Context: an optimization exercise on an open-source flow, tuned for small area, a short achievable clock period and few clock cycles. The choices shown serve that exercise and are no tape-out recipe.
At most, simulation tests tie the RTL to the original design; equivalence was not proved.
No activity file was given, so power comes from the tool's default toggle rates.

Setup of v6:
Design vs_layout, start of the top module:
module vs_layout (
    input  wire        clk,
    input  wire        rst,
    input  wire        start,
    input  wire [4:0]  fmt,
    input  wire [14:0] w,
    input  wire [14:0] h,
    output reg         done,
    output wire [3:0]  errcode,    
    output wire [1:0]  nplanes,
    output wire [31:0] total,
    output wire [14:0] p0_w, p1_w, p2_w,
    output wire [14:0] p0_h, p1_h, p2_h,
    output wire [16:0] p0_stride, p1_stride, p2_stride,
    output wire [31:0] p0_offset, p1_offset, p2_offset,
    output wire [31:0] p0_size, p1_size, p2_size,
    output wire [1:0]  p0_role, p1_role, p2_role
);
export LEC_CHECK = 0
export ABC_AREA = 1
export CAP_MARGIN = 20
export CORE_MARGIN = 2
export CORE_UTILIZATION = 68
export SETUP_SLACK_MARGIN = 5
export SLEW_MARGIN = 20
create_clock -name core_clock -period 14.0 [get_ports {clk}]
standard.sh (not shown) runs the stock make flow with config.mk's settings and CLKGATE_MAP_FILE= SYNTH_SCRIPT=/design/flow/synth_recipe.tcl, a recipe that flattens the netlist after the stock synthesis.
==> flow/flow/run.sh <==
#!/bin/bash
# The standard layout, with the port buffers made of the plain buffer
# sky130_fd_sc_hd__buf_1 instead of ORFS's default choice (a delay cell),
# and timing repair aiming at a setup slack of 6.2 ns.
set -euo pipefail
cd "$(dirname "$0")/.."
export BUFFER_PORTS_ARGS="-buffer_cell sky130_fd_sc_hd__buf_1"
bash standard.sh SETUP_SLACK_MARGIN=6.2 finish > standard_flow.log 2>&1
diff inputs: v6 => v7
-- flow/config.mk --
<<< v6, line 10
export CORE_MARGIN = 2
export CORE_UTILIZATION = 68
export SETUP_SLACK_MARGIN = 5
>>> v7, line 10
export CORE_MARGIN = 2
export CORE_UTILIZATION = 60
export SETUP_SLACK_MARGIN = 5
--- outcome ---
Summary — pin count of the biggest net entering global routing, v7 relative to v6: higher, by 31%. NOTE: utilization in v7 falls short of that of v6. Status: met3 demand-to-capacity share in global routing parity (v7, v6). A last element of the critical path of total[28] is what v7 shows, while p2_offset[19] belongs to v6. The critical path depth in v7 was higher than what v6 gave. Summary of v7 over v6: final cell count has increased; count of cells resized by post-cts repair has increased; total detailed-routing wirelength has increased. Compared with v6, v7 shows per-cell via count in the routed design lower by 3.5%.
No functional check of the RTL was part of any run of this note.

Setup of build 52:
vs_layout, a different RTL version from the one above (not shown whole).
Size: about 3000 cells after synthesis, roughly 130 flip-flops, roughly 420 I/O pins, roughly 21000 sq um of cells after synthesis.
export LEC_CHECK = 0
export ABC_AREA = 1
export CAP_MARGIN = 20
export CORE_MARGIN = 2
export CORE_UTILIZATION = 64
export SETUP_SLACK_MARGIN = 5
export SLEW_MARGIN = 20
create_clock -name core_clock -period 14.0 [get_ports {clk}]
==> flow/flow/run.sh <==
#!/bin/bash
# The standard layout, with the port buffers made of the plain buffer
# sky130_fd_sc_hd__buf_1 instead of ORFS's default choice (a delay cell),
# and timing repair aiming at a setup slack of 6.4 ns.
set -euo pipefail
cd "$(dirname "$0")/.."
export BUFFER_PORTS_ARGS="-buffer_cell sky130_fd_sc_hd__buf_1"
bash standard.sh SETUP_SLACK_MARGIN=6.4 finish > standard_flow.log 2>&1
Testbench counts of build 52, summed over its fixed seeds: cycles 3,200.
The inputs of build 44 differ from those of build 52 as listed below.
Settings: removing ABC_AREA (formerly 1); changing CORE_UTILIZATION from 64 to 60; changing SETUP_SLACK_MARGIN from 5 to 3.
==> flow/flow/run.sh <==
#!/bin/bash
# The standard layout, with the port buffers made of the plain buffer
# sky130_fd_sc_hd__buf_1 instead of ORFS's default choice (a delay cell).
set -euo pipefail
cd "$(dirname "$0")/.."
export BUFFER_PORTS_ARGS="-buffer_cell sky130_fd_sc_hd__buf_1"
bash standard.sh > standard_flow.log 2>&1
### Flow results
- Changes observed in build 44 relative to build 52: standby leakage power decreased 19%; routed wire length on met3 -32%; detailed-routing iteration count for the pre-antenna-repair pass picked up an extra 1; area overhead of the layout relative to synthesis now sits lower; area after synthesis dropped about 5%.
- Build 44 was carried through to the last stage, and its layout satisfied the timing, design-rule and antenna checks.
- From build 52 to build 44 the numbers moved as follows: time the worst path needs with I/O delays and setup now larger; final wirelength went down.
Modified inputs, build 94 compared to build 44
Settings: SETUP_SLACK_MARGIN now 5, was 3; ABC_AREA now 1, previously not set.
diff --git a/flow/flow/run.sh b/flow/flow/run.sh
--- a/flow/flow/run.sh
+++ b/flow/flow/run.sh
@@ -6,2 +6,2 @@
 export BUFFER_PORTS_ARGS="-buffer_cell sky130_fd_sc_hd__buf_1"
-bash standard.sh > standard_flow.log 2>&1
+bash standard.sh SETUP_SLACK_MARGIN=7 finish > standard_flow.log 2>&1
==> comparison <==
- Both conditions hold for build 94: the flow ran to the end and the final layout passed the timing, design-rule and antenna checks.
- Relative to build 44, per-instance average area after synthesis has gone down in build 94.
- Against build 44, build 94 reports a first-pass iteration count of the detailed router that is lower.
- Diff build 44 -> build 94 | per-cell routed wire length | down slightly
Changes in build 16 relative to build 94:
==> flow/flow/run.sh <==
#!/bin/bash
# The standard layout, with the port buffers made of the plain buffer
# sky130_fd_sc_hd__buf_1 instead of ORFS's default choice (a delay cell),
# and timing repair aiming at a setup slack of 6.6 ns.
set -euo pipefail
cd "$(dirname "$0")/.."
export BUFFER_PORTS_ARGS="-buffer_cell sky130_fd_sc_hd__buf_1"
bash standard.sh SETUP_SLACK_MARGIN=6.6 finish > standard_flow.log 2>&1
--- outcome ---
Looking at met1 track demand over resource in global routing, build 16 sits 1.5 points lower than build 94 does.
Diff build 16..build 94 | number of buffers inserted for hold repair after clock tree synthesis | unchanged
On build 16: worst supply voltage drop on vdd is 87 uV lower than what build 94 gave.
Share of synthesized cell area in full adder, half adder and majority cells came out exactly the same in build 16 and build 94.
Setup slack: build 16 more than build 94
Build 16 vs build 94: switching part of the total power up
[compare] base=build 94 new=build 16: number of multi-input combinational cells in the layout essentially unchanged, layout-stage area growth over the synthesis result now sits lower, gate count after technology mapping level.
Input-level comparison between build 80 and build 16:
==> flow/flow/run.sh <==
#!/bin/bash
# The standard layout, with the port buffers made of the plain buffer
# sky130_fd_sc_hd__buf_1 instead of ORFS's default choice (a delay cell).
set -euo pipefail
cd "$(dirname "$0")/.."
export BUFFER_PORTS_ARGS="-buffer_cell sky130_fd_sc_hd__buf_1"
bash standard.sh SETUP_SLACK_MARGIN=6 finish > standard_flow.log 2>&1
### Flow results
Per the comparison of build 80 with build 16, share of the final layout cell area in sequential cells now sits higher; growth of design area from synthesis to finish now sits lower; clock-buffer cell count now sits higher. Est. power | build 80 vs build 16 | build 80 lower.
Changes in build 17 relative to build 80:
==> flow/flow/run.sh <==
#!/bin/bash
# The standard layout, with the port buffers made of the plain buffer
# sky130_fd_sc_hd__buf_1 instead of ORFS's default choice (a delay cell),
# and timing repair aiming at a setup slack of 6.4 ns.
set -euo pipefail
cd "$(dirname "$0")/.."
export BUFFER_PORTS_ARGS="-buffer_cell sky130_fd_sc_hd__buf_1"
bash standard.sh SETUP_SLACK_MARGIN=6.4 finish > standard_flow.log 2>&1
==> notes.md <==
Worst hold slack of build 80 is on par with build 17. Between build 80 and build 17, the combined global-route utilization of all metal layers is higher for build 17. Build 17 vs. build 80: sequential group share of total power saw a decrease, final critical-path setup slack saw an increase, global-route met1 utilization saw an increase. Build 17 vs build 80: met2 routing resource usage after global routing up in build 17. Start point of the critical path: qs[5] -> build 80, qc[13] -> build 17.

before:
vs_layout, a different RTL version from the one above (not shown whole).
For scale: ~3000 cells after synthesis, roughly 110 flip-flops, about 0.020 sq mm of cells after synthesis.
==> flow/design.v (excerpt) <==
module vs_layout (
    input  wire        clk,
    input  wire        rst,
    input  wire        start,
    input  wire [4:0]  fmt,
    input  wire [14:0] w,
    input  wire [14:0] h,
    output reg         done,
    output wire [3:0]  errcode,    
    output wire [1:0]  nplanes,
    output wire [31:0] total,
    output wire [14:0] p0_w, p1_w, p2_w,
    output wire [14:0] p0_h, p1_h, p2_h,
    output wire [16:0] p0_stride, p1_stride, p2_stride,
    output wire [31:0] p0_offset, p1_offset, p2_offset,
    output wire [31:0] p0_size, p1_size, p2_size,
    output wire [1:0]  p0_role, p1_role, p2_role
);
==> flow/config.mk <==
export PLATFORM = sky130hd
export DESIGN_NAME = vs_layout
export DESIGN_NICKNAME = vs_layout
export VERILOG_FILES = /design/flow/design.v
export SDC_FILE = /design/flow/constraint.sdc
export NUM_CORES = 4
export LEC_CHECK = 0
export ABC_AREA = 1
export CAP_MARGIN = 20
export CORE_MARGIN = 2
export CORE_UTILIZATION = 60
export SETUP_SLACK_MARGIN = 5
export SLEW_MARGIN = 20
==> flow/constraint.sdc <==
create_clock -name core_clock -period 14.0 [get_ports {clk}]
set_input_delay 2.8000 -clock core_clock [delete_from_list [all_inputs] [get_ports {clk}]]
set_output_delay 2.8000 -clock core_clock [all_outputs]
set_load 0.01 [all_outputs]
==> flow/flow/run.sh <==
#!/bin/bash
# The standard layout, with the port buffers made of the plain buffer
# sky130_fd_sc_hd__buf_1 instead of ORFS's default choice (a delay cell).
set -euo pipefail
cd "$(dirname "$0")/.."
export BUFFER_PORTS_ARGS="-buffer_cell sky130_fd_sc_hd__buf_1"
bash standard.sh SETUP_SLACK_MARGIN=6 finish > standard_flow.log 2>&1
#### Input delta (after over before)
Settings: a deleted ABC_AREA that had been 1.
==> flow/flow/run.sh <==
#!/bin/bash
# The standard layout, with the port buffers made of the plain buffer
# sky130_fd_sc_hd__buf_1 instead of ORFS's default choice (a delay cell).
set -euo pipefail
cd "$(dirname "$0")/.."
export BUFFER_PORTS_ARGS="-buffer_cell sky130_fd_sc_hd__buf_1"
bash standard.sh > standard_flow.log 2>&1
### Flow results
When after is set beside before, its power density over the cells turns out to be about 2% smaller.
Compared with before, after shows a lower post-placement setup slack.
Diff before -> after | net switching power of the design | down by more than 10%
No functional check of the RTL was part of any run of this note.

RTL: one of the versions met above, not the one the previous note started from.
Size: about 3000 cells after synthesis, roughly 130 flip-flops, ~420 I/O pins, about 21000 µm² of cells after synthesis.
export LEC_CHECK = 0
export ABC_AREA = 1
export CAP_MARGIN = 20
export CORE_MARGIN = 2
export CORE_UTILIZATION = 60
export PLACE_DENSITY = 0.72
export SETUP_SLACK_MARGIN = 5
export SLEW_MARGIN = 20
create_clock -name core_clock -period 14.0 [get_ports {clk}]
==> flow/flow/run.sh <==
#!/bin/bash
# The standard layout, with the port buffers made of the plain buffer
# sky130_fd_sc_hd__buf_1 instead of ORFS's default choice (a delay cell),
# and timing repair aiming at a setup slack of 6.4 ns.
set -euo pipefail
cd "$(dirname "$0")/.."
export BUFFER_PORTS_ARGS="-buffer_cell sky130_fd_sc_hd__buf_1"
bash standard.sh SETUP_SLACK_MARGIN=6.4 finish > standard_flow.log 2>&1
The starting point finished clean.
Testbench counts at the start, summed over its fixed seeds: cycles 3,200.
Next try:
==> flow/flow/run.sh (replaced) <==
#!/bin/bash
# The standard layout, with the port buffers made of the plain buffer
# sky130_fd_sc_hd__buf_1 instead of ORFS's default choice (a delay cell).
set -euo pipefail
cd "$(dirname "$0")/.."
export BUFFER_PORTS_ARGS="-buffer_cell sky130_fd_sc_hd__buf_1"
bash standard.sh > standard_flow.log 2>&1
Settings changed: ABC_AREA 1 to unset, CORE_UTILIZATION 60 to 68, PLACE_DENSITY 0.72 to unset.
Result: Global-route usage climbs by 1.3 points; via count went down by about 17%; fmax is lower by 15%; critical path depth stays the same; area after synthesis falls by 5.2%; setup slack is worse by 1300 ps.

## oak
Starting RTL as in the previous note.
Settings: LEC_CHECK=0, ABC_AREA=1, CAP_MARGIN=20, CORE_MARGIN=2, CORE_UTILIZATION=60, SETUP_SLACK_MARGIN=5, SLEW_MARGIN=20; clock period 14.0 ns.
==> flow/flow/run.sh <==
#!/bin/bash
# The standard layout, with the port buffers made of the plain buffer
# sky130_fd_sc_hd__buf_1 instead of ORFS's default choice (a delay cell).
set -euo pipefail
cd "$(dirname "$0")/.."
export BUFFER_PORTS_ARGS="-buffer_cell sky130_fd_sc_hd__buf_1"
bash standard.sh > standard_flow.log 2>&1
oak: flow completed, timing, DRC and antenna clean
Testbench counts of oak, summed over its fixed seeds: cycles 3,200.
For pine, these inputs were changed with respect to oak:
# oak
export LEC_CHECK = 0
export ABC_AREA = 1
export CAP_MARGIN = 20
export CORE_MARGIN = 2
export CORE_UTILIZATION = 60
export SETUP_SLACK_MARGIN = 5
export SLEW_MARGIN = 20
create_clock -name core_clock -period 14.0 [get_ports {clk}]
# pine
export LEC_CHECK = 0
export CAP_MARGIN = 20
export CORE_MARGIN = 2
export CORE_UTILIZATION = 60
export SETUP_SLACK_MARGIN = 5
export SLEW_MARGIN = 20
create_clock -name core_clock -period 14.0 [get_ports {clk}]
--- outcome ---
Highest net fanout along the worst path: pine vs oak down 8. The run with more routed wire is oak, not pine. Going from oak to pine, the arithmetic-cell share of the synthesized area counting full adders, half adders and majority gates was found to have gone up by 1.7 points. Lower share of the cycle needed by the critical path after routing was reported by oak, not pine. Of pine and oak, oak shows the higher total placed instance area, with pine below it.

Starting RTL as in the previous note.
Settings: LEC_CHECK=0, ABC_AREA=1, CAP_MARGIN=20, CORE_MARGIN=2, CORE_UTILIZATION=60, SETUP_SLACK_MARGIN=5, SLEW_MARGIN=20; clock period 14.0 ns.
==> flow/flow/run.sh <==
#!/bin/bash
# The standard layout, with the port buffers made of the plain buffer
# sky130_fd_sc_hd__buf_1 instead of ORFS's default choice (a delay cell).
set -euo pipefail
cd "$(dirname "$0")/.."
export BUFFER_PORTS_ARGS="-buffer_cell sky130_fd_sc_hd__buf_1"
bash standard.sh SETUP_SLACK_MARGIN=6.4 finish > standard_flow.log 2>&1
The starting point ran to the end with no violations.
Testbench counts at the start, summed over its fixed seeds: cycles 3,200.
Rerun with:
--- a/flow/flow/run.sh
+++ b/flow/flow/run.sh
@@ -2,3 +2,4 @@
 # The standard layout, with the port buffers made of the plain buffer
-# sky130_fd_sc_hd__buf_1 instead of ORFS's default choice (a delay cell).
+# sky130_fd_sc_hd__buf_1 instead of ORFS's default choice (a delay cell),
+# and timing repair aiming at a setup slack of 6.4 ns.
 set -euo pipefail
CTS_CLUSTER_DIAMETER = 120   (was not set)
CTS_CLUSTER_SIZE = 40   (was not set)
After rerunning:
- The changed run ran to the end with no violations
- worst setup slack does not change
- final cell count is unchanged
- wire length does not change
- maximum frequency is unchanged
- via count stays the same
- sequential power stays flat
- final area is unchanged
- synthesized area is unchanged
- sequential cell count is unchanged

what the ideal ports hide:
No port has a modelled driver above. Below, the same layouts with a new extraction and two added sets of constraints. Step 1: set_driving_cell puts a clkbuf_16 on clk and a buf_2 on each other input, an assumption about the parent block. Step 2 also shifts input and output timing later by t, the mid clock arrival at the registers, as if the neighbouring blocks saw the same clock. Three values: no drivers, after step 1, after step 2; two values: the first two.
run	t (ns)	setup WS [ns]	worst hold slack (ns)	cell pins on the clock port's net
v6	0.483	6.356 / 6.307 / 5.908	2.525 / 2.497 / 2.980	1
v7	0.484	6.354 / 6.303 / 6.013	2.509 / 2.482 / 2.966	1
build 52	0.490	6.526 / 6.482 / 6.067	2.487 / 2.461 / 2.951	1
build 44	0.475	4.794 / 4.742 / 5.024	2.521 / 2.491 / 2.966	1
build 94	0.491	6.504 / 6.452 / 6.283	2.504 / 2.481 / 2.973	1
build 16	0.490	6.578 / 6.527 / 6.296	2.483 / 2.472 / 2.962	1
build 80	0.489	6.146 / 6.095 / 5.757	2.508 / 2.481 / 2.970	1
build 17	0.490	6.532 / 6.481 / 6.119	2.508 / 2.482 / 2.972	1
before	0.471	5.707 / 5.658 / 5.847	2.529 / 2.503 / 2.974	1
after	0.459	4.768 / 4.719 / 4.984	2.541 / 2.515 / 2.974	1
the first run of note 4	0.479	6.543 / 6.511 / 6.095	2.514 / 2.484 / 2.963	1
the second run of note 4	0.477	5.255 / 5.206 / 5.119	2.525 / 2.505 / 2.982	1
oak	0.494	5.520 / 5.469 / 5.564	2.504 / 2.478 / 2.972	1
pine	0.476	5.206 / 5.153 / 5.010	2.521 / 2.490 / 2.966	1
the first run of note 6	0.490	6.532 / 6.481 / 6.119	2.508 / 2.482 / 2.972	1
the second run of note 6	0.490	6.532 / 6.481 / 6.119	2.508 / 2.482 / 2.972	1
After both steps setup and hold are still met in every run listed. For build 52, which loses most, drivers alone change the setup slack by -0.044 ns; drivers and shift together by -0.459 ns.
